Context: an optimization exercise on an open-source flow, tuned for small area, a short achievable clock period and few clock cycles. The choices shown serve that exercise and are no tape-out recipe. The RTL was checked by simulation tests, not by an equivalence proof against the original design. No run shown here takes its clock network from TritonCTS; it comes from the design's own scripts or RTL. The clock port is modelled as an ideal driver, which makes a skipped or thinned clock tree look cheaper than it is; a real chip needs a root buffer or a tree. No activity file was given, so power comes from the tool's default toggle rates.

## flow/config.mk

```make
export PLATFORM = sky130hd
export DESIGN_NAME = zre_rot
export DESIGN_NICKNAME = zre_rot
export VERILOG_FILES = /design/flow/design.v
export SDC_FILE = /design/flow/constraint.sdc
export NUM_CORES = 4
export LEC_CHECK = 0
export CAP_MARGIN = 20
export CORE_MARGIN = 2
export CORE_UTILIZATION = 65
export PLACE_DENSITY = 0.75
export SLEW_MARGIN = 20
export SYNTH_MEMORY_MAX_BITS = 4096
export BUFFER_PORTS_ARGS = -buffer_cell sky130_fd_sc_hd__buf_2
export PRE_CTS_TCL = /design/flow/flow/manual_cts.tcl
export SETUP_SLACK_MARGIN = 7.2
```

## flow/constraint.sdc

```tcl
create_clock -name core_clock -period 10.0 [get_ports {clk}]
set_input_delay 2.0000 -clock core_clock [delete_from_list [all_inputs] [get_ports {clk}]]
set_output_delay 2.0000 -clock core_clock [all_outputs]
set_load 0.01 [all_outputs]
```

## flow/design.v

```verilog
module zre_rot (
    input  wire       clk,
    input  wire       rst,
    input  wire       start,
    input  wire [1:0] mode,
    input  wire [4:0] width,      
    input  wire [4:0] height,     
    input  wire       pix_valid,
    input  wire       pix,
    output reg        out_valid,
    output reg  [7:0] out_byte,
    output reg        out_last
);
    reg [1:0]  cfg_mode;
    reg [3:0]  wm1, hm1;           
    reg        busy;               
    reg        in_act;             
    reg [3:0]  ic;                 
    reg [3:0]  oc;                 
    reg        m0_pend;            
    reg        k;                  
    reg [3:0]  p;                  
    reg [4:0]  q;                  
    reg [15:0] col [0:15];
    reg        pv, px;
    always @(posedge clk) begin
        pv <= pix_valid;
        px <= pix;
    end
    wire m_none = (cfg_mode == 2'd0);
    wire m_cw   = (cfg_mode == 2'd1);
    wire m_180  = (cfg_mode == 2'd3);
    wire transp = cfg_mode[0] ^ cfg_mode[1];
    wire in_done = busy & ~in_act;
    wire [3:0] owm1 = transp ? hm1 : wm1;         
    wire [3:0] ohm1 = transp ? wm1 : hm1;         
    reg        s2;                                 
    wire we      = pv & in_act;
    wire row_end = m_180 ? (ic == 4'd0) : (ic == wm1);
    wire last_y  = m_cw ? (oc == 4'd0) : (oc == hm1);
    wire [3:0] wc = transp ? oc : ic;
    integer i;
    always @(posedge clk) begin
        for (i = 0; i < 16; i = i + 1)
            if (we && wc == i[3:0])
                col[i] <= {col[i][14:0], px};
    end
    wire ready    = m_none ? m0_pend : (m_cw ? ~q[4] : in_done);
    wire emit     = busy & ready;
    wire row_last = m_cw ? (p == 4'd0) : (p == ohm1);
    wire k_end    = (k == s2);
    wire row_adv  = emit & ~m_none & k_end;
    wire last_b   = m_none ? in_done : (k_end & row_last);
    reg [7:0] rd;
    integer b;
    always @(*) begin
        for (b = 0; b < 8; b = b + 1) begin
            if (k)
                rd[7 - b] = col[8 + b][p];
            else if (b == 0)
                rd[7 - b] = col[0][m_cw ? q[3:0] : p];
            else
                rd[7 - b] = col[b][p];
            if (!((~k & owm1[3]) | (b[2:0] <= owm1[2:0])))
                rd[7 - b] = 1'b0;
        end
    end
    wire q_up = we & (oc == 4'd0);                 
    wire q_dn = busy & ~q[4] & k_end;              
    always @(posedge clk) begin
        if (rst) begin
            busy      <= 1'b0;
            in_act    <= 1'b0;
            m0_pend   <= 1'b0;
            out_valid <= 1'b0;
        end else begin
            out_valid <= emit;
            m0_pend   <= we & m_none & ((ic[2:0] == 3'd7) | row_end);
            if (!busy) begin
                busy   <= start;
                in_act <= start;
            end else begin
                if (we && row_end && last_y) in_act <= 1'b0;
                if (emit && last_b) busy <= 1'b0;
            end
        end
    end
    always @(posedge clk) begin
        out_byte <= rd;
        out_last <= last_b;
        if (!busy) begin
            cfg_mode <= mode;
            wm1      <= 4'(width - 5'd1);
            hm1      <= 4'(height - 5'd1);
            ic       <= (mode == 2'd3) ? 4'(width - 5'd1) : 4'd0;
            oc       <= (mode == 2'd1) ? 4'(height - 5'd1) : 4'd0;
            k        <= 1'b0;
            p        <= (mode == 2'd1) ? 4'(width - 5'd1) : 4'd0;
            q        <= 5'h1f;
            s2       <= (mode[0] ^ mode[1]) ? (height > 5'd8) : (width > 5'd8);
        end else begin
            if (we) begin
                if (row_end)
                    ic <= m_180 ? wm1 : 4'd0;
                else
                    ic <= m_180 ? ic - 4'd1 : ic + 4'd1;
                if (row_end)
                    oc <= m_cw ? oc - 4'd1 : oc + 4'd1;
                if (m_none) k <= ic[3];
            end
            if (emit && !m_none) begin
                k <= ~k & s2;
                if (k_end)
                    p <= m_cw ? p - 4'd1 : p + 4'd1;
            end
            if (q_up && !q_dn)
                q <= q + 5'd1;
            else if (q_dn && !q_up)
                q <= q - 5'd1;
        end
    end
endmodule
```

## flow/flow/run.sh

```bash
#!/bin/bash
# The standard ORFS layout (standard.sh: standard synthesis, floorplan,
# placement, CTS, routing) with a few settings of its steps changed:
#  - port buffers are plain buffers (buf_2) instead of the delay cells that
#    buffer_ports picks by itself,
#  - the clock tree is a balanced two-level tree of clkbuf_16 built by
#    flow/manual_cts.tcl (PRE_CTS_TCL) instead of TritonCTS,
#  - repair_timing aims at 7.2 ns of setup slack on the design's 10 ns clock
#    (the SDC is the standard flow's, unchanged).
# make's full output goes to standard.log; ORFS keeps each step's log under
# orfs/logs/.
set -euo pipefail
cat >> config.mk <<EOC
export BUFFER_PORTS_ARGS = -buffer_cell sky130_fd_sc_hd__buf_2
export PRE_CTS_TCL = $PWD/flow/manual_cts.tcl
export SETUP_SLACK_MARGIN = 7.2
EOC
bash standard.sh > standard.log 2>&1
```

## flow/flow/manual_cts.tcl

```tcl
# Clock tree for this design, used in place of TritonCTS (sourced as
# PRE_CTS_TCL by ORFS's cts.tcl, it replaces the clock_tree_synthesis command).
#
# Two buffer levels, both balanced: the register clock pins are split into
# NB2 clusters of (nearly) equal size by k-means, each driven by one leaf
# buffer at the cluster's centre; the leaf buffers are split the same way
# into NB1 groups, each driven by one mid buffer that the clock port drives.
# The clock port thus drives NB1 (<= 4) buffer inputs.
# Two-level clock tree: port -> NB1 mid buffers -> NB2 leaf buffers -> register clock pins.
proc kmeans {pts nb iters} {
  # pts: list of {x y}; returns list of assignments and centres
  set n [llength $pts]
  set sorted [lsort -real -index 0 $pts]
  set cx {}; set cy {}
  for {set k 0} {$k < $nb} {incr k} {
    set s [lindex $sorted [expr {int(($k + 0.5) * $n / $nb)}]]
    lappend cx [lindex $s 0]; lappend cy [lindex $s 1]
  }
  for {set iter 0} {$iter < $iters} {incr iter} {
    set assign {}
    foreach s $pts {
      set best 0; set bd 1e30
      for {set k 0} {$k < $nb} {incr k} {
        set d [expr {hypot([lindex $s 0]-[lindex $cx $k], [lindex $s 1]-[lindex $cy $k])}]
        if {$d < $bd} {set bd $d; set best $k}
      }
      lappend assign $best
    }
    set sx [lrepeat $nb 0.0]; set sy [lrepeat $nb 0.0]; set cnt [lrepeat $nb 0]
    foreach s $pts a $assign {
      lset sx $a [expr {[lindex $sx $a] + [lindex $s 0]}]
      lset sy $a [expr {[lindex $sy $a] + [lindex $s 1]}]
      lset cnt $a [expr {[lindex $cnt $a] + 1}]
    }
    for {set k 0} {$k < $nb} {incr k} {
      if {[lindex $cnt $k] > 0} {
        lset cx $k [expr {[lindex $sx $k] / [lindex $cnt $k]}]
        lset cy $k [expr {[lindex $sy $k] / [lindex $cnt $k]}]
      }
    }
  }
  return [list $assign $cx $cy $cnt]
}


proc balance {pts nb la lcx lcy lcnt extra} {
  # rebalance: greedy capacity-limited assignment to the k-means centres,
  # then recentre, a few rounds
  set n [llength $pts]
  set cap [expr {($n + $nb - 1) / $nb + $extra}]
  for {set round 0} {$round < 6} {incr round} {
    set triples {}
    set i 0
    foreach s $pts {
      for {set k 0} {$k < $nb} {incr k} {
        lappend triples [list [expr {hypot([lindex $s 0]-[lindex $lcx $k], [lindex $s 1]-[lindex $lcy $k])}] $i $k]
      }
      incr i
    }
    set la [lrepeat $n -1]
    set lcnt [lrepeat $nb 0]
    foreach t [lsort -real -index 0 $triples] {
      lassign $t d i k
      if {[lindex $la $i] >= 0 || [lindex $lcnt $k] >= $cap} continue
      lset la $i $k
      lset lcnt $k [expr {[lindex $lcnt $k] + 1}]
    }
    set sx [lrepeat $nb 0.0]; set sy [lrepeat $nb 0.0]
    foreach s $pts a $la {
      lset sx $a [expr {[lindex $sx $a] + [lindex $s 0]}]
      lset sy $a [expr {[lindex $sy $a] + [lindex $s 1]}]
    }
    for {set k 0} {$k < $nb} {incr k} {
      if {[lindex $lcnt $k] > 0} {
        lset lcx $k [expr {[lindex $sx $k] / [lindex $lcnt $k]}]
        lset lcy $k [expr {[lindex $sy $k] / [lindex $lcnt $k]}]
      }
    }
  }
  return [list $la $lcx $lcy $lcnt]
}

proc add_buf {block master name in_net cx cy} {
  set inst [odb::dbInst_create $block $master $name]
  set net [odb::dbNet_create $block "${name}_net"]
  $net setSigType CLOCK
  [$inst findITerm A] connect $in_net
  [$inst findITerm X] connect $net
  $inst setLocation [expr {int($cx)}] [expr {int($cy)}]
  $inst setPlacementStatus PLACED
  return $net
}

proc manual_cts2 {nb1 nb2 midbuf leafbuf} {
  set db [ord::get_db]
  set block [ord::get_db_block]
  set clk_net [$block findNet clk]
  $clk_net setSigType CLOCK
  set sinks {}; set pts {}
  foreach it [$clk_net getITerms] {
    set bb [[$it getInst] getBBox]
    lappend sinks $it
    lappend pts [list [expr {([$bb xMin]+[$bb xMax])/2.0}] [expr {([$bb yMin]+[$bb yMax])/2.0}]]
  }
  lassign [kmeans $pts $nb2 60] la lcx lcy lcnt
  lassign [balance $pts $nb2 $la $lcx $lcy $lcnt 1] la lcx lcy lcnt
  puts "manual_cts2: leaf cluster sizes $lcnt"
  set lpts {}
  for {set k 0} {$k < $nb2} {incr k} { lappend lpts [list [lindex $lcx $k] [lindex $lcy $k]] }
  lassign [kmeans $lpts $nb1 60] ma mcx mcy mcnt
  lassign [balance $lpts $nb1 $ma $mcx $mcy $mcnt 0] ma mcx mcy mcnt
  puts "manual_cts2: mid cluster sizes $mcnt"
  set mm [$db findMaster $midbuf]
  set lm [$db findMaster $leafbuf]
  for {set m 0} {$m < $nb1} {incr m} {
    set mnet($m) [add_buf $block $mm "clkbuf_mid_$m" $clk_net [lindex $mcx $m] [lindex $mcy $m]]
  }
  for {set k 0} {$k < $nb2} {incr k} {
    set lnet($k) [add_buf $block $lm "clkbuf_leaf_$k" $mnet([lindex $ma $k]) [lindex $lcx $k] [lindex $lcy $k]]
  }
  foreach it $sinks a $la {
    $it disconnect
    $it connect $lnet($a)
  }
}

set ::mcts_nb1 4
set ::mcts_nb2 12
rename clock_tree_synthesis __tritoncts_clock_tree_synthesis
proc clock_tree_synthesis {args} {
  manual_cts2 $::mcts_nb1 $::mcts_nb2 sky130_fd_sc_hd__clkbuf_16 sky130_fd_sc_hd__clkbuf_16
}
```

## flow/standard.sh

```bash
#!/bin/bash
# synth_recipe.tcl (not shown) runs the flow's synth.tcl, then flattens the netlist and writes it again
# the make line also repeats each setting of config.mk as NAME=value (left out here)
make -C /OpenROAD-flow-scripts/flow DESIGN_CONFIG=/design/flow/config.mk WORK_HOME=/design/flow/orfs CLKGATE_MAP_FILE= SYNTH_SCRIPT=/design/flow/synth_recipe.tcl "${@:-finish}"
```

==> results by group, run 1 <==
Timing
  • Setup TNS: 0 ns
  • Peak Freq: 0.360 GHz
  • Slew @ Worst Pin: 0.996 ns
  • Rel. slew slack: 33.5%
  • Count of final hold-check violations: 0
  • Max Slew Vio Count: 0
  • Crit path time final: 2.78 ns
  • Fin crit share: 27.8%
  • Clock Skew: 0.0138 ns
  • RSZ-0062 raised after global routing: true
  • Setup violators final: 0

Global route
  • GRT Max-Usage Layer: met2
  • First-pass GRT wire length: 37.4 mm
  • GRT Total Usage: 23.9%
  • Met1 Use GR: 36.0%
  • M2 GR Usage: 39.3%
  • GR Overflow Total: 0
  • Initial antenna violation count: 0
  • Vias in the first global route: 6486
  • Largest net degree at the start of global routing: 68
  • GR Layer Usage met3: 2.28%

Setup path
  • Reg2Reg Capture Point: q[4]
  • CP max stage cell: dfxtp_2
  • Reg2Reg Depth: 12
  • Worst Path Required: 8.00 ns
  • Worst-path fanout max: 1
  • Crit-path max cell delay: 0.35 ns
  • Arrival @ worst endpoint: 0.78 ns
  • CP delay by family, top: flip-flops
  • Worst setup EP type: output port
  • Critical-path cell list: buf_2
  • Crit Path Category: register to output port
  • CP bufs+invs: 1
  • Flop-to-flop setup slack: 7.23 ns
  • Reg2reg start: oc[3]
  • Crit start category: register

Yosys
  • Distinct cells, synth: 46
  • Syn. warnings: 2
  • Largest cells by area after synthesis: edfxtp_1 67%, mux4_2 11%, dfxtp_1 3.3%
  • Mapped Avg Cell Area: 17.9 sq um
  • Synth Cell Area: 0.0126 sq mm
  • Synthesized flop and latch total: 300
  • Post-synthesis instance total: 703
  • Async S/R FF share, synth: 0%
  • Synth Flop Type: edfxtp_1
  • Sequential element share of the synthesized area: 69.9%
  • Net Count, Synth: 745
  • Synth top area share: 66.5%
  • Synth area leader: edfxtp_1
  • Number of synthesized flops with an enable pin: 279

Floorplan
  • # rows: 50
  • Initial core utilization: 66.9%
  • IO Pins: 27
  • Die Width: 143 microns
  • Die ar.: 0.0205 sq mm
  • Die height: 143 microns
  • Area of the core: 0.0188 sq mm

Detailed routing
  • Drt drc: 0
  • Via/cell ratio: 6.46
  • Final ANT Viol Nets: 0
  • Vias: 6514
  • WL final: 24.2 mm
  • WL/cell: 24.0 microns
  • Drt pass-1 iters: 7
  • 1st-iter DRT viols: 605

Layout
  • Synth-to-layout area growth: 9.47%
  • Post-layout util: 73.2%
  • FILL cells: 1129
  • Non-Filler Instances: 1008
  • Final nets: 791
  • Sequential cell area: 0.00880 sq mm
  • Share of layout cells above drive strength 1: 22.9%
  • Most common cell after layout, fill and taps aside: edfxtp_1
  • Most frequent cells in the layout: 279 x edfxtp_1, 60 x mux4_2, 37 x nor2_1, 34 x buf_4, 31 x nand2_1
  • Area of the multi-input gates: 0.00366 sq mm
  • Post-route cell area: 0.0138 sq mm

Worst hold path
  • Worst Hold Path EP: col[3][14]
  • Hold Path Class: register to register
  • Worst hold start: col[3][13]
  • Worst Hold Depth: 0

Pwr
  • Pint: 0.00189 W
  • Max VDD drop: 0.134 mV
  • P_sw: 0.000598 W
  • Sw frac: 24.1%
  • Comb pwr share: 17.1%
  • Register share of total power: 57.9%
  • Final Total Pwr: 0.00249 W
  • Power share of the clock group: 24.9%
  • PwrDens: 180 mW/mm^2
  • Leakage: 4.55 nW

Clock network
  • Clock-pin slew on the worst setup and hold paths: 0.10 ns
  • Worst-skew pair later-pin latency: 0.31 ns
  • Cts hold-fix bufs: 0

Status
  • Status: no timing/DRC/antenna violations

Flow run
  • Max Cap Viol: 0

Place
  • Area after DPL: 0.0130 sq mm
  • Port Buf Inserts: 26
  • Dpl hpwl: 15.1 mm
  • Placed cells: 975
  • GP Congestion: 0.806
==> kinds of logic (layout without fill, tap and decap cells) <==
kind of cell,after synthesis,after routing,share of synthesized area [%]
AOI/OAI and AO/OA,75,75,3.64
buffers and inverters,61,105,2.29
DFF,300,300,69.9
other,0,1,0
muxes,94,94,15.1
and+or+nand+nor,119,119,4.33
adders and majority gates,25,25,2.72
xor gates and xnor gates,29,29,2.02
==> metrics by stage <==
stage,hold slack (ns),worst slack [ns]
2_1_floorplan,0.417,7.11
3_3_place_gp,0.421,6.97
3_5_place_dp,0.423,6.81
4_1_cts,0.423,7.09
5_1_grt,0.453,7.14
6_report,0.438,7.22
==> how the worst max path moves through the flow <==
stage	endpoint	cells after the start	start	slack [ns]
finish	out_byte[3]	1	out_byte[3]	7.22
global route	q[4]	12	oc[3]	7.14
CTS	oc[2]	6	height[0]	7.09
detailed placement	col[8][5]	5	cfg_mode[0]	6.81
global placement	q[4]	12	k	6.97
floorplan	col[11][0]	9	cfg_mode[0]	7.11
==> flip-flops by register name, indices dropped and copies added, names as in the netlist <==
signal	flops
out_valid	1
wm1	4
out_byte	8
out_last	1
k	1
p	4
col	256
px	1
s2	1
in_act	1
cfg_mode	2
hm1	4
oc	4
q	5
m0_pend	1
ic	4
busy	1
pv	1
==> cell usage after synthesis, types with 2 or more instances <==
cell and count:
a211oi_1 4, a21o_1 3, a21oi_1 24, a311oi_1 2, a31oi_1 6, and2_1 2, and3_1 4, buf_1 6
buf_12 2, buf_2 7, buf_6 2, clkbuf_1 15, dfxtp_1 21, edfxtp_1 279, fa_1 4, ha_1 21
inv_1 28, mux2_2 3, mux2i_1 18, mux4_1 13, mux4_2 60, nand2_1 31, nand2b_1 3, nand3_1 10
nand3b_1 2, nand4_1 3, nor2_1 40, nor2b_1 3, nor3_1 13, nor3b_1 2, o211ai_1 2, o21ai_0 14
o22ai_1 11, o31ai_1 3, o32a_1 2, or3_1 2, or4_1 2, xnor2_1 19, xor2_1 10
==> power by group through the flow <==
| stage | Sequential (W) | Clock, W | Combinational (W) |
|---|---|---|---|
| CTS | 0.00147 | 0.000496 | 0.000412 |
| detailed placement | 0.00147 | 0 | 0.000387 |
| finish | 0.00144 | 0.000621 | 0.000426 |
| global route | 0.00145 | 0.000662 | 0.000461 |
| floorplan | 0.00146 | 0 | 0.000290 |
| global placement | 0.00147 | 0 | 0.000378 |
==> layer usage <==
metal	vias up	share of wire, %
met2	244	50
li1	2866	-
met1	3358	43
met3	46	5.1
met5	-	0
met4	0	2.2
==> cell type report <==
class / count / area share, %
buffer: 16 / 2.90
antenna: 1 / 0.0182
inverter: 28 / 0.908
sequential: 300 / 63.9
timing repair buffer: 61 / 3.40
multi-input combinational: 342 / 26.6
tap: 260 / 2.36
==> repair_timing <==
| item | CTS | global route |
|---|---|---|
| hold endpoints to repair | 0 | 0 |
| endpoints found under the setup margin | 56 | 36 |
| gates resized for setup | 46 | 9 |
| pin swaps | 10 | 3 |
| setup buffers | 7 | 9 |
Testbench counts, summed over its fixed seeds: cycles 92,706.
==> inputs of run 2 (changes only) <==
--- a/flow/flow/run.sh
+++ b/flow/flow/run.sh
@@ -7,3 +7,3 @@
 #    flow/manual_cts.tcl (PRE_CTS_TCL) instead of TritonCTS,
-#  - repair_timing aims at 7.2 ns of setup slack on the design's 10 ns clock
+#  - repair_timing aims at 7.25 ns of setup slack on the design's 10 ns clock
 #    (the SDC is the standard flow's, unchanged).
@@ -15,3 +15,3 @@
 export PRE_CTS_TCL = $PWD/flow/manual_cts.tcl
-export SETUP_SLACK_MARGIN = 7.2
+export SETUP_SLACK_MARGIN = 7.25
 EOC
--- a/flow/config.mk
+++ b/flow/config.mk
@@ -15,2 +15,2 @@
 export PRE_CTS_TCL = /design/flow/flow/manual_cts.tcl
-export SETUP_SLACK_MARGIN = 7.2
+export SETUP_SLACK_MARGIN = 7.25
==> results by group, run 2 <==
Status
  • Status: no timing/DRC/antenna violations

Setup path
  • Reg2Reg Depth: 12 (unchanged)
  • CP delay by family, top: flip-flops
  • Worst-path fanout max: 1 (unchanged)
  • CP max stage cell: dfxtp_2
  • Crit start category: register
  • Crit-path max cell delay: 0.34 ns (about the same)
  • Worst setup EP type: output port
  • Flop-to-flop setup slack: 7.29 ns (+0.06 ns)
  • Crit Path Category: register to output port
  • Worst Path Required: 8.00 ns (about the same)
  • Critical-path cell list: buf_6
  • Reg2reg start: oc[1]
  • CP bufs+invs: 1 (unchanged)
  • Crit path depth: 1 (unchanged)
  • Arrival @ worst endpoint: 0.76 ns (-0.02 ns)
  • Reg2Reg Capture Point: q[4]

Place
  • Placed cells: 971 (-0.41%)
  • Place WS: 6.76 ns (-0.0438 ns)
  • GP Congestion: 0.850 (+5.4%)
  • Port Buf Inserts: 26 (unchanged)
  • Dpl hpwl: 14.9 mm (-1.8%)
  • Area after DPL: 0.0130 sq mm (about the same)

Floorplan
  • Initial core utilization: 66.9% (unchanged)
  • Area of the core: 0.0188 sq mm (unchanged)
  • Die Width: 143 microns (unchanged)
  • # rows: 50 (unchanged)
  • Die ar.: 0.0205 sq mm (unchanged)
  • Die height: 143 microns (unchanged)
  • IO Pins: 27 (unchanged)

Layout
  • Largest register FFs: 256 (unchanged)
  • Share of layout cells above drive strength 1: 23.6% (+0.76 points)
  • Post-route cell area: 0.0138 sq mm (+0.45%)
  • Most flop-heavy register: col
  • Post-layout util: 73.5% (+0.33 points)
  • Most frequent cells in the layout: 279 x edfxtp_1, 60 x mux4_2, 34 x nor2_1, 29 x nand2_1, 26 x buf_4
  • Synth-to-layout area growth: 9.96%
  • Final nets: 784 (-0.88%)
  • Non-Filler Instances: 1000 (-0.79%)
  • # diodes: 0 (-1)
  • Most common cell after layout, fill and taps aside: edfxtp_1
  • Biggest regs: col (256), out_byte (8), q (5)

Global route
  • First-pass GRT wire length: 37.2 mm (-0.52%)
  • GRT Total Usage: 23.6% (-0.34 points)
  • Initial antenna violation count: 0 (unchanged)
  • GR Overflow Total: 0 (unchanged)
  • Largest net degree at the start of global routing: 68 (unchanged)
  • Vias in the first global route: 6560 (+1.1%)

Yosys
  • Most frequent cells after synthesis: 279 x edfxtp_1, 60 x mux4_2, 40 x nor2_1
  • Mapped Avg Cell Area: 17.9 sq um (unchanged)
  • Synthesized flop and latch total: 300 (unchanged)
  • Sequential element share of the synthesized area: 69.9% (unchanged)
  • Distinct cells, synth: 46 (unchanged)
  • Syn. warnings: 2 (unchanged)
  • Count leader, synth: edfxtp_1
  • Synth Flop Type: edfxtp_1
  • Post-synthesis instance total: 703 (unchanged)
  • Synth top area share: 66.5% (unchanged)
  • Largest cells by area after synthesis: edfxtp_1 67%, mux4_2 11%, dfxtp_1 3.3%
  • Number of synthesized flops with an enable pin: 279 (unchanged)
  • Synth area leader: edfxtp_1
  • Async S/R FF share, synth: 0% (unchanged)
  • Synth Cell Area: 0.0126 sq mm (unchanged)
  • Net Count, Synth: 745 (unchanged)

Timing
  • Setup TNS: 0 ns (unchanged)
  • Worst setup margin: 7.24 ns (+0.0216 ns)
  • Max Slew Vio Count: 0 (unchanged)
  • Slew @ Worst Pin: 1.02 ns (+0.0244 ns)
  • Fin crit share: 27.6% (-0.22 points)
  • Setup violators final: 0 (unchanged)
  • RSZ-0062 raised after global routing: true
  • Count of final hold-check violations: 0 (unchanged)
  • Clock Skew: 0.0357 ns (+0.0219 ns)
  • Rel. slew slack: 31.6% (-2.0 points)
  • Crit path time final: 2.76 ns (-0.0216 ns)
  • Peak Freq: 0.363 GHz (+0.78%)

Detailed routing
  • WL/cell: 23.3 microns (-2.8%)
  • Metal1 wirelength: 9.98 mm (-4.0%)
  • Vias: 6477 (-0.57%)
  • Drt drc: 0 (unchanged)
  • Final ANT Viol Nets: 0 (unchanged)
  • Drt pass-1 iters: 5 (-2)
  • Met3 wire len: 1.43 mm (+15%)
  • 1st-iter DRT viols: 615 (+1.7%)
  • Highest routed layer: met4
  • Via/cell ratio: 6.48 (+0.23%)
  • DR WL met2: 11.5 mm (-4.3%)
  • WL final: 23.3 mm (-3.6%)

Worst hold path
  • Hold Path Class: register to register
  • Worst Hold Path EP: col[11][2]
  • Worst Hold Depth: 0 (unchanged)
  • Worst hold start: col[11][1]

Clock network
  • Worst-skew pair later-pin latency: 0.31 ns (about the same)
  • Clock-pin slew on the worst setup and hold paths: 0.09 ns (about the same)

Pwr
  • Leakage: 4.53 nW (-0.40%)
  • PwrDens: 181 mW/mm^2 (+0.17%)
  • Max VDD drop: 0.160 mV (+20%)

Flow run
  • Max Cap Viol: 0 (unchanged)
[run 2: timing repair]
item	in CTS	in global routing
hold buffers	0	0
resized for setup	52	24
pin swaps	14	1
endpoints found under the setup margin	106	79
buffers inserted	9	4
[run 2: cells by family after synthesis]
logic type               Yosys count  share of synthesized area [%]
adder cells (fa/ha/maj)           25                           2.72
XOR/XNOR                          29                           2.02
AND/OR/NAND/NOR                  119                           4.33
flip-flops                       300                           69.9
multiplexers                      94                           15.1
buffers and inverters             61                           2.29
AO/OA/AOI/OAI                     75                           3.64
[run 2: through the flow]
| stage | power, W | hold WS, ns |
|---|---|---|
| 2_1_floorplan | 0.00175 | 0.417 |
| 3_3_place_gp | 0.00185 | 0.422 |
| 3_5_place_dp | 0.00186 | 0.426 |
| 4_1_cts | 0.00238 | 0.426 |
| 5_1_grt | 0.00260 | 0.451 |
| 6_report | 0.00250 | 0.433 |
[run 2: how the worst max path moves through the flow]
stage	startpoint	to	slack, ns
CTS	height[1]	oc[3]	7.07
floorplan	cfg_mode[0]	col[11][0]	7.11
global route	oc[1]	q[4]	7.09
global placement	width[0]	s2	6.96
detailed placement	cfg_mode[0]	col[8][2]	6.76
finish	out_byte[3]	out_byte[3]	7.24
[run 2: metal layers]
layer	GRT usage [%]	vias up
met5	0	-
met4	3.86	0
met3	1.74	32
met2	38.3	247
met1	36.8	3347
li1	-	2851
[run 2: area by class of cell]
cell class | instances | area (sq um)
sequential | 300 | 8810
fill | 1131 | 4980
timing repair buffer | 54 | 477
inverter | 28 | 129
multi-input combinational | 342 | 3710
buffer | 16 | 400
tap | 260 | 325
[run 2: report_power, final]
part	internal, W	total [W]	switching, W
Sequential	0.00141	0.00145	0.0000459
Combinational	0.000211	0.000435	0.000223
Clock	0.000289	0.000617	0.000329
==> inputs of run 3 (changes only) <==
--- a/flow/config.mk
+++ b/flow/config.mk
@@ -9,4 +9,4 @@
 export CORE_MARGIN = 2
-export CORE_UTILIZATION = 65
-export PLACE_DENSITY = 0.75
+export CORE_UTILIZATION = 75
+export PLACE_DENSITY = 0.85
 export SLEW_MARGIN = 20
==> results by group, run 3 <==
Status
  • Status: no timing/DRC/antenna violations

Yosys
  • Synthesized flop and latch total: 300 (unchanged)
  • Async S/R FF share, synth: 0% (unchanged)
  • Synth area leader: edfxtp_1
  • Mapped Avg Cell Area: 17.9 sq um (unchanged)
  • Synth Flop Type: edfxtp_1
  • Synth Cell Area: 0.0126 sq mm (unchanged)
  • Sequential element share of the synthesized area: 69.9% (unchanged)
  • Most frequent cells after synthesis: 279 x edfxtp_1, 60 x mux4_2, 40 x nor2_1
  • Largest cells by area after synthesis: edfxtp_1 67%, mux4_2 11%, dfxtp_1 3.3%
  • Distinct cells, synth: 46 (unchanged)
  • Synth top area share: 66.5% (unchanged)
  • Number of synthesized flops with an enable pin: 279 (unchanged)
  • Net Count, Synth: 745 (unchanged)
  • Syn. warnings: 2 (unchanged)
  • Count leader, synth: edfxtp_1
  • Post-synthesis instance total: 703 (unchanged)

Flow run
  • Max Cap Viol: 0 (unchanged)

Global route
  • GR Overflow Total: 0 (unchanged)
  • Vias in the first global route: 7138 (+8.8%)
  • GRT Total Usage: 30.1% (+6.5 points)
  • Largest net degree at the start of global routing: 68 (unchanged)
  • First-pass GRT wire length: 40.5 mm (+9.0%)
  • Initial antenna violation count: 0 (unchanged)

Layout
  • Sequential cell area: 0.00881 sq mm (about the same)
  • FILL cells: 702 (-38%)
  • Share of layout cells above drive strength 1: 23.1% (-0.58 points)
  • Most flop-heavy register: col
  • Largest register FFs: 256 (unchanged)
  • Synth-to-layout area growth: 9.27%
  • Most common cell after layout, fill and taps aside: edfxtp_1
  • Area of the multi-input gates: 0.00371 sq mm (+0.14%)
  • # diodes: 0 (unchanged)
  • Most frequent cells in the layout: 279 x edfxtp_1, 60 x mux4_2, 35 x nor2_1, 30 x nand2_1, 24 x buf_4
  • Final nets: 781 (-0.38%)
  • Biggest regs: col (256), out_byte (8), q (5)

Clock network
  • Cts hold-fix bufs: 0 (unchanged)
  • Clock-pin slew on the worst setup and hold paths: 0.10 ns (about the same)
  • Worst-skew pair later-pin latency: 0.32 ns (about the same)

Floorplan
  • Initial core utilization: 76.2% (+9.3 points)
  • Die Width: 134 microns (-6.7%)
  • Die height: 134 microns (-6.7%)
  • # rows: 47 (-6.0%)
  • IO Pins: 27 (unchanged)
  • Area of the core: 0.0165 sq mm (-12%)
  • Die ar.: 0.0178 sq mm (-13%)

Timing
  • Setup TNS: 0 ns (unchanged)
  • Count of final hold-check violations: 0 (unchanged)
  • Crit path time final: 2.85 ns (+0.0891 ns)
  • RSZ-0062 raised after global routing: true
  • Clock Skew: 0.0291 ns (-0.00652 ns)
  • Setup violators final: 0 (unchanged)
  • Slew @ Worst Pin: 1.05 ns (+0.0330 ns)
  • Hold WS: 0.445 ns (+0.0115 ns)
  • Max Slew Vio Count: 0 (unchanged)
  • Fin crit share: 28.5% (+0.89 points)
  • Rel. slew slack: 29.7% (-1.9 points)
  • Peak Freq: 0.351 GHz (-3.1%)

Detailed routing
  • Via/cell ratio: 7.15 (+10%)
  • Drt drc: 0 (unchanged)
  • Vias: 6844 (+5.7%)
  • WL final: 26.6 mm (+14%)
  • WL/cell: 27.8 microns (+19%)
  • Drt pass-1 iters: 7 (+2)
  • Final ANT Viol Nets: 0 (unchanged)
  • 1st-iter DRT viols: 749 (+22%)

Place
  • Port Buf Inserts: 26 (unchanged)
  • GP Congestion: 0.895 (+5.3%)
  • Dpl hpwl: 16.2 mm (+8.8%)

Setup path
  • CP max stage cell: edfxtp_1
  • Reg2Reg Capture Point: q[4]
  • Crit-path most repeated cell: inv_1
  • Crit-path max cell delay: 0.43 ns (+0.09 ns)
  • CP delay by family, top: simple AND/OR/NAND/NOR gates
  • Reg2reg start: oc[0]
  • Worst Path Required: 10.18 ns (+2.18 ns)
  • Flop-to-flop setup slack: 7.15 ns (-0.14 ns)
  • CP bufs+invs: 2 (+1)
  • Reg2Reg Depth: 12 (unchanged)
  • Crit Path Category: register to register
  • Worst-path fanout max: 4 (+3)
  • Arrival @ worst endpoint: 3.03 ns (+2.27 ns)
  • Critical-path cell list: inv_1 > nand4_1 > nor2_2 > ha_2 > inv_1 > ha_1 > nor2b_1 > o21a_1 > or3_1 > a21oi_1 > xnor2_1 > nand2_1
  • Worst setup EP type: register
  • Crit start category: register

Pwr
  • PwrDens: 183 mW/mm^2 (+1.4%)
  • Max VDD drop: 0.189 mV (+18%)
  • Leakage: 4.52 nW (-0.23%)

Worst hold path
  • Worst hold start: col[1][12]
  • Hold Path Class: register to register
  • Worst Hold Path EP: col[1][13]
  • Worst Hold Depth: 0 (unchanged)
[run 3: cell counts after synthesis]
Identical to the previous run, type by type.
[run 3: worst max-delay path by stage]
stage / start / to / slack (ns) / cells after the start
4_1_cts: height[0] / oc[2] / 7.08 / 6
6_report: oc[0] / q[4] / 7.15 / 12
2_1_floorplan: cfg_mode[0] / col[11][0] / 7.11 / 9
3_5_place_dp: cfg_mode[0] / col[8][0] / 6.76 / 5
3_3_place_gp: width[0] / s2 / 6.98 / 6
5_1_grt: oc[0] / q[4] / 7.06 / 12
[run 3: per-stage QoR]
step                      instances  cell area (sq um)  total power (W)  setup WS, ns  util, %
after floorplan                 703              12600          0.00175          7.11        -
after global placement          932              13000          0.00184          6.98     78.6
after detailed placement        932              13000          0.00186          6.76     78.6
after CTS                       956              13700          0.00238          7.08     82.6
after global routing            957              13800          0.00259          7.06     83.3
final                           957              13800          0.00252          7.15     83.3
[run 3: worst reg2reg max path, stage by stage (launching register included)]
cell and delay, ns:
edfxtp_1 0.43, inv_1 0.16, nand4_1 0.20, nor2_2 0.19, ha_2 0.24, inv_1 0.10
ha_1 0.30, nor2b_1 0.14, o21a_1 0.17, or3_1 0.31, a21oi_1 0.20, xnor2_1 0.17
nand2_1 0.09
[run 3: timing repair]
item | in CTS | in global routing
endpoints found under the setup margin | 89 | 80
resized for setup | 53 | 23
pin swaps | 13 | 1
setup buffers | 8 | 1
[run 3: cell families after synthesis]
group                      count (synthesis)  synth area share, %
DFF                                      300                 69.9
xor gates and xnor gates                  29                 2.02
AOI/OAI and AO/OA                         75                 3.64
adders and majority gates                 25                 2.72
buffers and inverters                     61                 2.29
and+or+nand+nor                          119                 4.33
muxes                                     94                 15.1
[run 3: routing by layer]
layer | track usage, % | share of wire [%]
met5 | 0 | 0
met4 | 10.9 | 3.8
met3 | 4.68 | 9.1
met2 | 49.9 | 50
met1 | 42.1 | 37
[run 3: final cells by class]
type / instances / area share (%)
multi-input cells: 342 / 27.0
repair buffers: 51 / 3.17
inverters: 28 / 0.927
flip-flops and latches: 300 / 64.0
well taps: 220 / 2.00
plain buffers: 16 / 2.91
[run 3: report_power, final]
part,leakage (nW),switching (W),internal [W]
clock,0.197,0.000332,0.000289
combinational,1.60,0.000236,0.000208
sequential,2.72,0.0000525,0.00141
==> inputs of run 4 (changes only) <==
--- a/flow/design.v
+++ b/flow/design.v
@@ -25,5 +25,7 @@
     reg        pv, px;
+    reg        fresh;
     always @(posedge clk) begin
-        pv <= pix_valid;
-        px <= pix;
+        pv    <= pix_valid;
+        px    <= pix;
+        fresh <= start & ~busy;
     end
@@ -94,8 +96,9 @@
             hm1      <= 4'(height - 5'd1);
-            ic       <= (mode == 2'd3) ? 4'(width - 5'd1) : 4'd0;
-            oc       <= (mode == 2'd1) ? 4'(height - 5'd1) : 4'd0;
             k        <= 1'b0;
-            p        <= (mode == 2'd1) ? 4'(width - 5'd1) : 4'd0;
             q        <= 5'h1f;
-            s2       <= (mode[0] ^ mode[1]) ? (height > 5'd8) : (width > 5'd8);
+        end else if (fresh) begin
+            ic       <= m_180 ? wm1 : 4'd0;
+            oc       <= m_cw ? hm1 : 4'd0;
+            p        <= m_cw ? wm1 : 4'd0;
+            s2       <= transp ? hm1[3] : wm1[3];
         end else begin
--- a/flow/config.mk
+++ b/flow/config.mk
@@ -9,4 +9,4 @@
 export CORE_MARGIN = 2
-export CORE_UTILIZATION = 75
-export PLACE_DENSITY = 0.85
+export CORE_UTILIZATION = 65
+export PLACE_DENSITY = 0.75
 export SLEW_MARGIN = 20
==> results by group, run 4 <==
Global route
  • GR Overflow Total: 0 (unchanged)
  • First-pass GRT wire length: 36.2 mm (-11%)
  • Vias in the first global route: 6426 (-10%)
  • Initial antenna violation count: 0 (unchanged)
  • GR Layer Usage met3: 2.11% (-2.6 points)
  • GRT Total Usage: 22.9% (-7.2 points)
  • Met1 Use GR: 35.6% (-6.5 points)
  • Largest net degree at the start of global routing: 47 (-31%)
  • M2 GR Usage: 36.8% (-13 points)
  • GRT Max-Usage Layer: met2

Yosys
  • Syn. warnings: 2 (unchanged)
  • Post-synthesis instance total: 710 (+1.0%)
  • Most frequent cells after synthesis: 279 x edfxtp_1, 60 x mux4_2, 38 x mux2i_1
  • Synth Flop Type: edfxtp_1
  • Number of synthesized flops with an enable pin: 279 (unchanged)
  • Sequential element share of the synthesized area: 70.4% (+0.55 points)
  • Synth Cell Area: 0.0125 sq mm (-0.56%)
  • Async S/R FF share, synth: 0% (unchanged)
  • Net Count, Synth: 747 (+0.27%)
  • Largest cells by area after synthesis: edfxtp_1 67%, mux4_2 11%, dfxtp_1 3.5%
  • Count leader, synth: edfxtp_1
  • Distinct cells, synth: 46 (unchanged)
  • Mapped Avg Cell Area: 17.6 sq um (-1.5%)
  • Synthesized flop and latch total: 301 (+0.33%)
  • Synth top area share: 66.9% (+0.37 points)
  • Synth area leader: edfxtp_1

Pwr
  • Sw frac: 20.8% (-3.8 points)
  • Max VDD drop: 0.131 mV (-31%)
  • Pint: 0.00176 W (-7.3%)
  • Comb pwr share: 9.0% (-8.6 points)
  • Final Total Pwr: 0.00223 W (-12%)
  • Power share of the clock group: 27.9% (+3.3 points)
  • PwrDens: 164 mW/mm^2 (-10%)
  • Leakage: 4.53 nW (+0.27%)
  • P_sw: 0.000463 W (-25%)
  • Register share of total power: 63.1% (+5.3 points)

Detailed routing
  • Final ANT Viol Nets: 0 (unchanged)
  • WL/cell: 22.8 microns (-18%)
  • 1st-iter DRT viols: 643 (-14%)
  • WL final: 22.9 mm (-14%)
  • Drt pass-1 iters: 5 (-2)
  • Via/cell ratio: 6.38 (-11%)
  • Vias: 6419 (-6.2%)
  • Drt drc: 0 (unchanged)

Layout
  • Synth-to-layout area growth: 8.13%
  • # diodes: 0 (unchanged)
  • Biggest regs: col (256), out_byte (8), q (5)
  • Largest register FFs: 256 (unchanged)
  • Share of layout cells above drive strength 1: 20.6% (-2.4 points)
  • Post-layout util: 71.9% (-11 points)
  • Final nets: 785 (+0.51%)
  • Most frequent cells in the layout: 279 x edfxtp_1, 60 x mux4_2, 38 x mux2i_1, 29 x nor2_1, 29 x buf_4
  • Most common cell after layout, fill and taps aside: edfxtp_1
  • FILL cells: 1163 (+66%)
  • Most flop-heavy register: col

Setup path
  • Arrival @ worst endpoint: 0.76 ns (-2.27 ns)
  • CP bufs+invs: 1 (-1)
  • Critical-path cell list: buf_6
  • Worst Path Required: 8.00 ns (-2.18 ns)
  • Worst setup EP type: output port
  • Crit start category: register
  • Crit Path Category: register to output port
  • Crit-path max cell delay: 0.34 ns (-0.09 ns)
  • CP delay by family, top: flip-flops
  • CP max stage cell: dfxtp_2
  • Worst-path fanout max: 1 (-3)

Status
  • Status: no timing/DRC/antenna violations

Floorplan
  • Die Width: 143 microns (+6.9%)
  • Die height: 143 microns (+6.9%)
  • Initial core utilization: 66.5% (-9.7 points)
  • Area of the core: 0.0188 sq mm (+14%)
  • Die ar.: 0.0204 sq mm (+14%)
  • IO Pins: 27 (unchanged)
  • # rows: 50 (+6.4%)

Place
  • Port Buf Inserts: 24 (-7.7%)
  • GP Congestion: 0.844 (-5.7%)
  • Dpl hpwl: 14.7 mm (-9.4%)

Flow run
  • Max Cap Viol: 0 (unchanged)

Worst hold path
  • Hold Path Class: register to register

Timing
  • Crit path time final: 2.76 ns (-0.0904 ns)
  • Count of final hold-check violations: 0 (unchanged)
  • Clock Skew: 0.0230 ns (-0.00619 ns)
  • Max Slew Vio Count: 0 (unchanged)
  • Rel. slew slack: 33.8% (+4.1 points)
  • RSZ-0062 raised after global routing: true
  • Setup violators final: 0 (unchanged)
  • Fin crit share: 27.6% (-0.90 points)
  • Setup TNS: 0 ns (unchanged)
  • Peak Freq: 0.363 GHz (+3.3%)
  • Slew @ Worst Pin: 0.989 ns (-0.0638 ns)

Clock network
  • Cts hold-fix bufs: 0 (unchanged)
  • Clock-pin slew on the worst setup and hold paths: 0.09 ns (about the same)
  • Worst-skew pair later-pin latency: 0.31 ns (about the same)
run 4: cell count changes after synthesis, moves of 6 or more:
cell,before,now
mux2i_1,18,38
mux4_1,13,2
o22ai_1,11,0
xnor2_1,19,8
nand3_1,10,18
xor2_1,10,18
buf_2,7,14
nor2_1,40,33
a21oi_1,24,18
run 4: cell type report:
cell class | instances | area (sq um) | share of cell area, %
plain buffers | 16 | 400 | 2.96
inverters | 28 | 105 | 0.776
repair buffers | 57 | 427 | 3.15
multi-input cells | 344 | 3460 | 25.5
flip-flops and latches | 301 | 8830 | 65.2
well taps | 260 | 325 | 2.40
run 4: power by group through the flow:
stage	clock [W]	sequential, W	combinational (W)
floorplan	0	0.00142	0.000138
global placement	0	0.00144	0.000177
detailed placement	0	0.00144	0.000183
CTS	0.000496	0.00143	0.000190
global route	0.000670	0.00141	0.000217
finish	0.000620	0.00141	0.000200
run 4: logic make-up after synthesis:
group,Yosys count,share of synthesized area (%)
flops,301,70.4
simple gates,113,4.25
mux,106,14.9
compound gates,79,4.12
buf+inv,65,2.30
xor+xnor,26,1.82
fa+ha+maj,20,2.24
run 4: worst register-to-register path: cells and delay by family, from the launching register on:
family                 cells  cell delay [ns]
multiplexers               2             1.18
buffers and inverters      2             0.57
flip-flops                 1             0.38
AO/OA/AOI/OAI              1             0.36
run 4: metal layers:
| layer | wire, microns | up-vias | part of all wire [%] |
|---|---|---|---|
| met5 | 0 | - | 0 |
| met4 | 416 | 0 | 1.8 |
| met3 | 1520 | 24 | 6.6 |
| met2 | 11100 | 246 | 48 |
| met1 | 9890 | 3296 | 43 |
| li1 | - | 2853 | - |
run 4: repair_timing:
| action | 4_1_cts | 5_1_grt |
|---|---|---|
| resized for setup | 5 | 14 |
| hold endpoints to repair | 0 | 0 |
| setup endpoints to repair | 76 | 59 |
| setup buffers | 4 | 11 |
run 4: path summary, 6_finish.rpt:
kind	start	to	slack, ns	depth (start not counted)
worst min register to register	col[8][5]	col[8][6]	0.45	0
worst max register to register	p[0]	out_byte[7]	7.41	5
worst min-delay path	col[8][5]	col[8][6]	0.45	0
worst max-delay path	out_byte[0]	out_byte[0]	7.24	1
run 4: per-stage QoR:
stage | area [sq um] | hold slack, ns | instances | setup slack [ns]
after CTS | 13400 | 0.429 | 995 | 7.05
after global routing | 13500 | 0.456 | 1006 | 7.21
after detailed placement | 12900 | 0.429 | 975 | 6.65
after floorplan | 12500 | 0.417 | 710 | 7.12
after global placement | 12900 | 0.425 | 975 | 6.68
final | 13500 | 0.448 | 1006 | 7.24
Testbench counts of run 4, summed over its fixed seeds: cycles 92,706.
==> inputs of run 5 (changes only) <==
--- a/flow/design.v
+++ b/flow/design.v
@@ -39,2 +39,12 @@
     reg        s2;                                 
+    wire [3:0] icz = ic ^ {4{m_180}};
+    wire [3:0] ic_step = ic ^ {&icz[2:0], &icz[1:0], icz[0], 1'b1};
+    wire [3:0] ocz = oc ^ {4{m_cw}};
+    wire [3:0] oc_step = oc ^ {&ocz[2:0], &ocz[1:0], ocz[0], 1'b1};
+    wire [3:0] pz = p ^ {4{m_cw}};
+    wire [3:0] p_step = p ^ {&pz[2:0], &pz[1:0], pz[0], 1'b1};
+    wire [4:0] q_inc = q ^ {&q[3:0], &q[2:0], &q[1:0], q[0], 1'b1};
+    wire [4:0] q_dec = q ^ {~|q[3:0], ~|q[2:0], ~|q[1:0], ~q[0], 1'b1};
+    wire [3:0] w_m1 = width[3:0] ^ {~|width[2:0], ~|width[1:0], ~width[0], 1'b1};
+    wire [3:0] h_m1 = height[3:0] ^ {~|height[2:0], ~|height[1:0], ~height[0], 1'b1};
     wire we      = pv & in_act;
@@ -94,4 +104,4 @@
             cfg_mode <= mode;
-            wm1      <= 4'(width - 5'd1);
-            hm1      <= 4'(height - 5'd1);
+            wm1      <= w_m1;
+            hm1      <= h_m1;
             k        <= 1'b0;
@@ -105,8 +115,5 @@
             if (we) begin
+                ic <= row_end ? (m_180 ? wm1 : 4'd0) : ic_step;
                 if (row_end)
-                    ic <= m_180 ? wm1 : 4'd0;
-                else
-                    ic <= m_180 ? ic - 4'd1 : ic + 4'd1;
-                if (row_end)
-                    oc <= m_cw ? oc - 4'd1 : oc + 4'd1;
+                    oc <= oc_step;
                 if (m_none) k <= ic[3];
@@ -116,8 +123,8 @@
                 if (k_end)
-                    p <= m_cw ? p - 4'd1 : p + 4'd1;
+                    p <= p_step;
             end
             if (q_up && !q_dn)
-                q <= q + 5'd1;
+                q <= q_inc;
             else if (q_dn && !q_up)
-                q <= q - 5'd1;
+                q <= q_dec;
         end
==> results by group, run 5 <==
Detailed routing
  • Drt drc: 0 (unchanged)
  • Met3 wire len: 1.41 mm (-7.1%)
  • Via/cell ratio: 6.65 (+4.2%)
  • Vias: 6420 (+0.016%)
  • Metal1 wirelength: 9.86 mm (-0.32%)
  • WL final: 22.5 mm (-1.8%)
  • 1st-iter DRT viols: 667 (+3.7%)
  • Drt pass-1 iters: 5 (unchanged)
  • DR WL met2: 10.8 mm (-2.4%)
  • WL/cell: 23.3 microns (+2.3%)
  • Highest routed layer: met4
  • Final ANT Viol Nets: 0 (unchanged)

Layout
  • # diodes: 0 (unchanged)
  • FILL cells: 1154 (-0.77%)
  • Most flop-heavy register: col
  • Most frequent cells in the layout: 279 x edfxtp_1, 67 x mux4_2, 39 x nor2_1, 27 x nand2_1, 21 x buf_4
  • Largest register FFs: 256 (unchanged)
  • Non-Filler Instances: 966 (-4.0%)
  • Synth-to-layout area growth: 7.26%
  • Biggest regs: col (256), out_byte (8), q (5)
  • Post-route cell area: 0.0134 sq mm (-1.0%)
  • Share of layout cells above drive strength 1: 22.4% (+1.8 points)
  • Final nets: 760 (-3.2%)
  • Most common cell after layout, fill and taps aside: edfxtp_1

Yosys
  • Sequential element share of the synthesized area: 70.6% (+0.14 points)
  • Largest cells by area after synthesis: edfxtp_1 67%, mux4_2 12%, dfxtp_1 3.5%
  • Synth Flop Type: edfxtp_1
  • Largest family of logic cells by synthesized area: multiplexers
  • Synth Cell Area: 0.0125 sq mm (-0.20%)
  • Most frequent cells after synthesis: 279 x edfxtp_1, 67 x mux4_2, 42 x nor2_1
  • Synth top area share: 67.0% (+0.13 points)
  • Adder-cell share of the synthesized area: 0.901% (-1.3 points)
  • Compound-Gate Fraction of Synth Area: 4.06% (-0.052 points)
  • Async S/R FF share, synth: 0% (unchanged)
  • Post-synthesis instance total: 710 (unchanged)
  • Synth Area in XOR/XNOR: 1.82% (+0.0036 points)
  • Synth Area in Simple Gates: 5.10% (+0.85 points)
  • Number of synthesized flops with an enable pin: 279 (unchanged)
  • Net Count, Synth: 736 (-1.5%)
  • Synth area leader: edfxtp_1
  • Syn. warnings: 2 (unchanged)
  • Post-synthesis mux area share: 14.9% (about the same)
  • Mapped Avg Cell Area: 17.6 sq um (-0.20%)
  • Count leader, synth: edfxtp_1
  • Synthesized flop and latch total: 301 (unchanged)
  • Distinct cells, synth: 51 (+11%)

Floorplan
  • Die Width: 143 microns (about the same)
  • Area of the core: 0.0188 sq mm (-0.33%)
  • IO Pins: 27 (unchanged)
  • Initial core utilization: 66.6% (+0.088 points)
  • # rows: 50 (unchanged)
  • Die height: 143 microns (about the same)
  • Die ar.: 0.0204 sq mm (-0.20%)

Timing
  • Fin crit share: 27.7% (+0.098 points)
  • RSZ-0062 raised after global routing: true
  • Crit path time final: 2.77 ns (+0.00981 ns)
  • Hold WS: 0.445 ns (-0.00306 ns)
  • Setup violators final: 0 (unchanged)
  • Clock Skew: 0.0212 ns (-0.00174 ns)
  • Max Slew Vio Count: 0 (unchanged)
  • Setup TNS: 0 ns (unchanged)
  • Count of final hold-check violations: 0 (unchanged)
  • Peak Freq: 0.362 GHz (-0.35%)
  • Slew @ Worst Pin: 1.04 ns (+0.0544 ns)
  • Rel. slew slack: 29.7% (-4.1 points)

Flow run
  • Max Cap Viol: 0 (unchanged)

Setup path
  • Reg2reg start: k
  • CP startpoint: out_byte[1]
  • Worst-path fanout max: 1 (unchanged)
  • Critical-path cell list: buf_6
  • Worst setup EP type: output port
  • Crit-path max cell delay: 0.34 ns (about the same)
  • CP bufs+invs: 1 (unchanged)
  • Arrival @ worst endpoint: 0.77 ns (about the same)
  • Crit Path Category: register to output port
  • CP delay by family, top: flip-flops
  • Crit start category: register
  • CP max stage cell: dfxtp_2
  • Worst Path Required: 8.00 ns (about the same)

Place
  • Port Buf Inserts: 24 (unchanged)
  • GP Congestion: 0.805 (-4.6%)
  • Area after DPL: 0.0128 sq mm (-0.78%)
  • Placed cells: 947 (-2.9%)
  • Dpl hpwl: 14.2 mm (-2.9%)

Worst hold path
  • Worst hold start: col[11][2]
  • Hold Path Class: register to register

Pwr
  • Max VDD drop: 0.125 mV (-4.3%)
  • PwrDens: 166 mW/mm^2 (+0.79%)
  • Leakage: 4.29 nW (-5.3%)

Global route
  • Largest net degree at the start of global routing: 52 (+11%)
  • GRT Total Usage: 22.6% (-0.31 points)
  • First-pass GRT wire length: 36.1 mm (-0.29%)
  • Initial antenna violation count: 0 (unchanged)
  • Vias in the first global route: 6317 (-1.7%)
  • GR Overflow Total: 0 (unchanged)

Clock network
  • Clock-pin slew on the worst setup and hold paths: 0.10 ns (about the same)
  • Worst-skew pair later-pin latency: 0.31 ns (about the same)
  • Cts hold-fix bufs: 0 (unchanged)

Status
  • Status: no timing/DRC/antenna violations
==> run 5: cell types whose count changed after synthesis, sizes merged, moves of 8 or more <==
cell,previous run,this run
mux2,5,14
mux2i,39,19
nand2b,0,9
nor2,33,42
nor2b,1,11
o21ai,17,25
o22ai,0,9
xnor2,8,17
xor2,18,9
==> run 5: timing repair <==
action,4_1_cts,5_1_grt
resized for setup,22,14
hold endpoints to repair,0,0
setup endpoints to repair,43,42
buffers inserted,1,2
pin swaps,4,0
==> run 5: final timing paths <==
path | endpoint | slack (ns) | cells past startpoint
hold reg to reg | col[11][3] | 0.44 | 0
setup reg to reg | out_byte[6] | 7.46 | 5
hold / removal | col[11][3] | 0.44 | 0
setup / recovery | out_byte[1] | 7.23 | 1
==> run 5: through the flow <==
stage | power [W] | setup WS [ns] | util, %
final | 0.00222 | 7.23 | 71.4
after global routing | 0.00229 | 7.21 | 71.4
after CTS | 0.00211 | 7.21 | 71.0
after detailed placement | 0.00161 | 6.79 | 68.4
after global placement | 0.00161 | 6.78 | 68.4
after floorplan | 0.00156 | 7.17 | -
==> run 5: report_power, final <==
group	switching (W)	internal [W]	total [W]	leakage [nW]
clock network	0.000333	0.000289	0.000622	0.197
registers	0.0000242	0.00138	0.00141	2.71
logic	0.000101	0.0000917	0.000193	1.39
total	0.000458	0.00176	0.00222	4.29
==> run 5: cell families (layout without fill, tap and decap cells) <==
kind of cell | count (synthesis) | after routing
compound gates | 81 | 81
buf+inv | 64 | 86
simple gates | 129 | 129
xor+xnor | 26 | 26
flops | 301 | 301
fa+ha+maj | 9 | 9
mux | 100 | 100
==> run 5: final cells by class <==
class | count | area, sq um | share of cell area (%)
Timing Repair Buffer | 47 | 364 | 2.72
Inverter | 23 | 91.3 | 0.681
Tap cell | 234 | 293 | 2.18
Sequential cell | 301 | 8830 | 65.9
Buffer | 16 | 400 | 2.99
Multi-Input combinational cell | 345 | 3430 | 25.6
==> run 5: layer usage <==
layer	global-route usage [%]	vias up
li1	-	2820
met1	35.6	3326
met2	36.1	237
met3	1.91	37
met4	3.91	0
met5	0	-
Testbench counts of run 5, summed over its fixed seeds: cycles 92,706.
==> inputs of run 6 (changes only) <==
--- a/flow/config.mk
+++ b/flow/config.mk
@@ -10,2 +10,3 @@
 export CORE_UTILIZATION = 65
+export GPL_TIMING_DRIVEN = 1
 export PLACE_DENSITY = 0.75
==> results by group, run 6 <==
Yosys
  • Largest cells by area after synthesis: edfxtp_1 67%, mux4_2 12%, dfxtp_1 3.5%
  • Syn. warnings: 2 (unchanged)
  • Adder-cell share of the synthesized area: 0.901% (unchanged)
  • Synth Flop Type: edfxtp_1
  • Compound-Gate Fraction of Synth Area: 4.06% (unchanged)
  • Synthesized flop and latch total: 301 (unchanged)
  • Synth Area in Simple Gates: 5.10% (unchanged)
  • Sequential element share of the synthesized area: 70.6% (unchanged)
  • Synth Cell Area: 0.0125 sq mm (unchanged)
  • Distinct cells, synth: 51 (unchanged)
  • Synth area leader: edfxtp_1
  • Net Count, Synth: 736 (unchanged)
  • Post-synthesis instance total: 710 (unchanged)
  • Most frequent cells after synthesis: 279 x edfxtp_1, 67 x mux4_2, 42 x nor2_1
  • Async S/R FF share, synth: 0% (unchanged)
  • Synth top area share: 67.0% (unchanged)
  • Synth Area in XOR/XNOR: 1.82% (unchanged)
  • Number of synthesized flops with an enable pin: 279 (unchanged)
  • Count leader, synth: edfxtp_1
  • Post-synthesis mux area share: 14.9% (unchanged)
  • Largest family of logic cells by synthesized area: multiplexers
  • Mapped Avg Cell Area: 17.6 sq um (unchanged)

Timing
  • Hold WS: 0.445 ns (unchanged)
  • Peak Freq: 0.362 GHz (unchanged)
  • Setup violators final: 0 (unchanged)
  • Max Slew Vio Count: 0 (unchanged)
  • Fin crit share: 27.7% (unchanged)
  • Count of final hold-check violations: 0 (unchanged)
  • Crit path time final: 2.77 ns (unchanged)
  • Rel. slew slack: 29.7% (unchanged)
  • RSZ-0062 raised after global routing: true
  • Slew @ Worst Pin: 1.04 ns (unchanged)
  • Setup TNS: 0 ns (unchanged)
  • Clock Skew: 0.0212 ns (unchanged)

Detailed routing
  • Final ANT Viol Nets: 0 (unchanged)
  • Via/cell ratio: 6.65 (unchanged)
  • WL final: 22.5 mm (unchanged)
  • Drt pass-1 iters: 5 (unchanged)
  • Drt drc: 0 (unchanged)
  • WL/cell: 23.3 microns (unchanged)
  • 1st-iter DRT viols: 667 (unchanged)
  • Vias: 6420 (unchanged)

Layout
  • Biggest regs: col (256), out_byte (8), q (5)
  • Synth-to-layout area growth: 7.26% (unchanged)
  • FILL cells: 1154 (unchanged)
  • Non-Filler Instances: 966 (unchanged)
  • Largest register FFs: 256 (unchanged)
  • Most flop-heavy register: col
  • Most frequent cells in the layout: 279 x edfxtp_1, 67 x mux4_2, 39 x nor2_1, 27 x nand2_1, 21 x buf_4
  • Final nets: 760 (unchanged)
  • Most common cell after layout, fill and taps aside: edfxtp_1
  • Share of layout cells above drive strength 1: 22.4% (unchanged)
  • # diodes: 0 (unchanged)
  • Post-route cell area: 0.0134 sq mm (unchanged)

Place
  • GP Congestion: 0.805 (unchanged)
  • Placed cells: 947 (unchanged)
  • Dpl hpwl: 14.2 mm (unchanged)
  • Area after DPL: 0.0128 sq mm (unchanged)
  • Port Buf Inserts: 24 (unchanged)

Clock network
  • Worst-skew pair later-pin latency: 0.31 ns (about the same)
  • Cts hold-fix bufs: 0 (unchanged)
  • Clock-pin slew on the worst setup and hold paths: 0.10 ns (about the same)

Flow run
  • Max Cap Viol: 0 (unchanged)

Floorplan
  • Die Width: 143 microns (unchanged)
  • # rows: 50 (unchanged)
  • IO Pins: 27 (unchanged)
  • Die ar.: 0.0204 sq mm (unchanged)
  • Die height: 143 microns (unchanged)
  • Initial core utilization: 66.6% (unchanged)
  • Area of the core: 0.0188 sq mm (unchanged)

Setup path
  • Reg2Reg Depth: 5 (unchanged)
  • CP max stage cell: dfxtp_2
  • Flop-to-flop setup slack: 7.46 ns (about the same)
  • CP bufs+invs: 1 (unchanged)
  • Worst Path Required: 8.00 ns (about the same)
  • CP delay by family, top: flip-flops
  • Reg2Reg Capture Point: out_byte[6]
  • Crit-path max cell delay: 0.34 ns (about the same)
  • Crit start category: register
  • Reg2reg start: k
  • Worst setup EP type: output port
  • Arrival @ worst endpoint: 0.77 ns (about the same)
  • Critical-path cell list: buf_6
  • Worst-path fanout max: 1 (unchanged)
  • Crit Path Category: register to output port

Pwr
  • Max VDD drop: 0.125 mV (unchanged)
  • Leakage: 4.29 nW (unchanged)
  • Final Total Pwr: 0.00222 W (unchanged)
  • PwrDens: 166 mW/mm^2 (unchanged)

Worst hold path
  • Worst Hold Path EP: col[11][3]
  • Worst hold start: col[11][2]
  • Worst Hold Depth: 0 (unchanged)
  • Hold Path Class: register to register

Global route
  • First-pass GRT wire length: 36.1 mm (unchanged)
  • Initial antenna violation count: 0 (unchanged)
  • GRT Total Usage: 22.6% (unchanged)
  • Vias in the first global route: 6317 (unchanged)
  • GR Overflow Total: 0 (unchanged)
  • Largest net degree at the start of global routing: 52 (unchanged)

Status
  • Status: no timing/DRC/antenna violations
run 6: cell counts in the layout (fill, tap and decap cells not counted):
No cell type changed its count.
run 6: layout make-up:
| cell class | instances | area, sq um | share of cell area, % |
|---|---|---|---|
| tap | 234 | 293 | 2.18 |
| buffer | 16 | 400 | 2.99 |
| multi-input combinational | 345 | 3430 | 25.6 |
| sequential | 301 | 8830 | 65.9 |
| inverter | 23 | 91.3 | 0.681 |
| timing repair buffer | 47 | 364 | 2.72 |
run 6: cells by family (layout without fill, tap and decap cells):
kind of cell | count (synthesis) | after routing
xor gates and xnor gates | 26 | 26
muxes | 100 | 100
and+or+nand+nor | 129 | 129
AOI/OAI and AO/OA | 81 | 81
buffers and inverters | 64 | 86
adders and majority gates | 9 | 9
DFF | 301 | 301
run 6: metrics by stage:
step	util (%)	setup WS (ns)
floorplan	-	7.17
CTS	71.0	7.21
finish	71.4	7.23
global placement	68.4	6.78
global route	71.4	7.21
detailed placement	68.4	6.79
run 6: report_power, final:
group	switching (W)	leakage, nW	internal (W)	total [W]
Sequential	0.0000242	2.71	0.00138	0.00141
Clock	0.000333	0.197	0.000289	0.000622
Combinational	0.000101	1.39	0.0000917	0.000193
Total	0.000458	4.29	0.00176	0.00222
run 6: worst max-delay path by stage:
stage,start,endpoint,depth (start not counted)
4_1_cts,width[0],wm1[3],5
6_report,out_byte[1],out_byte[1],1
5_1_grt,out_byte[1],out_byte[1],1
3_3_place_gp,cfg_mode[0],col[1][15],5
3_5_place_dp,p[0],out_byte[4],6
2_1_floorplan,cfg_mode[0],col[11][0],9
run 6: metal layers:
| metal | wire (microns) | GRT usage (%) | vias up |
|---|---|---|---|
| met2 | 10800 | 36.1 | 237 |
| li1 | - | - | 2820 |
| met4 | 424 | 3.91 | 0 |
| met5 | 0 | 0 | - |
| met3 | 1410 | 1.91 | 37 |
| met1 | 9860 | 35.6 | 3326 |
run 6: repair_timing:
action	in CTS	in global routing
buffers inserted	1	2
endpoints found under the setup margin	43	42
gates resized for setup	22	14
pin swaps	4	0
==> inputs of run 7 (changes only) <==
--- a/flow/config.mk
+++ b/flow/config.mk
@@ -7,8 +7,7 @@
 export LEC_CHECK = 0
-export CAP_MARGIN = 20
+export CAP_MARGIN = 5
 export CORE_MARGIN = 2
 export CORE_UTILIZATION = 65
-export GPL_TIMING_DRIVEN = 1
 export PLACE_DENSITY = 0.75
-export SLEW_MARGIN = 20
+export SLEW_MARGIN = 5
 export SYNTH_MEMORY_MAX_BITS = 4096
==> results by group, run 7 <==
Status
  • Status: no timing/DRC/antenna violations

Yosys
  • Synth Flop Type: edfxtp_1
  • Net Count, Synth: 736 (unchanged)
  • Post-synthesis instance total: 710 (unchanged)
  • Async S/R FF share, synth: 0% (unchanged)
  • Distinct cells, synth: 51 (unchanged)
  • Mapped Avg Cell Area: 17.6 sq um (unchanged)
  • Synth area leader: edfxtp_1
  • Syn. warnings: 2 (unchanged)
  • Synth Cell Area: 0.0125 sq mm (unchanged)
  • Number of synthesized flops with an enable pin: 279 (unchanged)
  • Most frequent cells after synthesis: 279 x edfxtp_1, 67 x mux4_2, 42 x nor2_1
  • Count leader, synth: edfxtp_1

Setup path
  • CP bufs+invs: 1 (unchanged)
  • Critical-path cell list: buf_6
  • Crit start category: register
  • Reg2Reg Capture Point: out_byte[5]
  • CP max stage cell: dfxtp_2
  • Reg2Reg Depth: 5 (unchanged)
  • Worst setup EP type: output port
  • CP delay by family, top: flip-flops
  • Worst Path Required: 8.00 ns (about the same)
  • Reg2reg start: k
  • Crit-path max cell delay: 0.34 ns (about the same)

Floorplan
  • Die height: 143 microns (unchanged)
  • Die ar.: 0.0204 sq mm (unchanged)
  • Initial core utilization: 66.6% (unchanged)
  • Die Width: 143 microns (unchanged)
  • # rows: 50 (unchanged)
  • IO Pins: 27 (unchanged)
  • Area of the core: 0.0188 sq mm (unchanged)

Worst hold path
  • Worst Hold Path EP: col[8][6]
  • Worst Hold Depth: 0 (unchanged)
  • Hold Path Class: register to register
  • Worst hold start: col[8][5]

Detailed routing
  • Via/cell ratio: 6.65 (+0.10%)
  • WL/cell: 23.2 microns (-0.22%)
  • Final ANT Viol Nets: 0 (unchanged)
  • 1st-iter DRT viols: 589 (-12%)
  • Drt drc: 0 (unchanged)
  • WL final: 22.4 mm (-0.32%)

Timing
  • Worst setup margin: 7.25 ns (+0.0125 ns)
  • Clock Skew: 0.0167 ns (-0.00455 ns)
  • Max Slew Vio Count: 0 (unchanged)
  • Peak Freq: 0.363 GHz (+0.45%)
  • Rel. slew slack: 45.7% (+16 points)
  • RSZ-0062 raised after global routing: true
  • Slew @ Worst Pin: 0.814 ns (-0.230 ns)
  • Count of final hold-check violations: 0 (unchanged)
  • Setup violators final: 0 (unchanged)
  • Crit path time final: 2.75 ns (-0.0125 ns)

Global route
  • First-pass GRT wire length: 35.8 mm (-0.88%)
  • GR Overflow Total: 0 (unchanged)

Clock network
  • Clock-pin slew on the worst setup and hold paths: 0.09 ns (about the same)

Place
  • Place WS: 6.58 ns (-0.215 ns)
  • Dpl hpwl: 14.2 mm (-0.13%)
  • Placed cells: 947 (unchanged)
  • GP Congestion: 0.805 (unchanged)

Layout
  • Post-layout util: 71.4% (about the same)
  • Most frequent cells in the layout: 279 x edfxtp_1, 67 x mux4_2, 39 x nor2_1, 27 x nand2_1, 20 x buf_4
  • FILL cells: 1157 (+0.26%)
  • Share of layout cells above drive strength 1: 22.3% (-0.11 points)
  • Biggest regs: col (256), out_byte (8), q (5)
  • Synth-to-layout area growth: 7.16% (about the same)
  • # diodes: 0 (unchanged)
  • Most common cell after layout, fill and taps aside: edfxtp_1
  • Largest register FFs: 256 (unchanged)
  • Final nets: 759 (-0.13%)

Pwr
  • Max VDD drop: 0.133 mV (+5.9%)
  • Leakage: 4.29 nW (-0.15%)

Flow run
  • Max Cap Viol: 0 (unchanged)
run 7: cell counts after synthesis:
Identical to the previous run, type by type.
run 7: kinds of logic (layout without fill, tap and decap cells):
family / after synthesis / count (layout) / share of synthesized area [%]
adder cells (fa/ha/maj): 9 / 9 / 0.901
AO/OA/AOI/OAI: 81 / 81 / 4.06
buffers and inverters: 64 / 85 / 2.68
flip-flops: 301 / 301 / 70.6
multiplexers: 100 / 100 / 14.9
XOR/XNOR: 26 / 26 / 1.82
AND/OR/NAND/NOR: 129 / 129 / 5.10
run 7: timing repair:
item | CTS | global route
endpoints found under the setup margin | 43 | 47
pin swaps | 4 | 0
setup buffers | 1 | 1
hold endpoints to repair | 0 | 0
gates resized for setup | 22 | 14
hold buffers | 0 | 0
run 7: how the worst max path moves through the flow:
| stage | cells past startpoint | slack, ns | from | end |
|---|---|---|---|---|
| CTS | 5 | 7.21 | width[0] | wm1[3] |
| finish | 1 | 7.25 | out_byte[1] | out_byte[1] |
| global placement | 5 | 6.78 | cfg_mode[0] | col[1][15] |
| detailed placement | 5 | 6.58 | cfg_mode[0] | col[1][13] |
| floorplan | 9 | 7.17 | cfg_mode[0] | col[11][0] |
| global route | 1 | 7.22 | out_byte[1] | out_byte[1] |
run 7: layout make-up:
| type | count | area, sq um | share of cell area (%) |
|---|---|---|---|
| flip-flops and latches | 301 | 8830 | 65.9 |
| multi-input cells | 345 | 3430 | 25.6 |
| plain buffers | 16 | 400 | 2.99 |
| repair buffers | 46 | 352 | 2.62 |
| well taps | 234 | 293 | 2.19 |
| inverters | 23 | 91.3 | 0.682 |
run 7: where the power goes:
part / internal, W / leakage (nW) / switching, W
combinational: 0.0000913 / 1.38 / 0.000101
clock: 0.000289 / 0.197 / 0.000328
sequential: 0.00138 / 2.71 / 0.0000237
run 7: stage by stage:
stage	hold slack (ns)	area, sq um
6_report	0.442	13400
3_3_place_gp	0.426	12800
2_1_floorplan	0.418	12500
4_1_cts	0.430	13300
5_1_grt	0.443	13400
3_5_place_dp	0.429	12800
run 7: per-layer routing:
layer	part of all wire, %	wire (microns)	global-route usage (%)	up-vias
li1	-	-	-	2824
met1	45	10100	36.2	3345
met2	47	10600	35.0	220
met3	5.8	1310	1.74	31
met4	1.8	404	3.65	0
met5	0	0	0	-

Setup slack of run 7, layout unchanged: 7.247 ns with ideal ports, 7.151 ns with driving cells assumed (clock clkbuf_16, inputs buf_2), 7.193 ns with port delays also shifted by the 0.393 ns mid clock arrival.
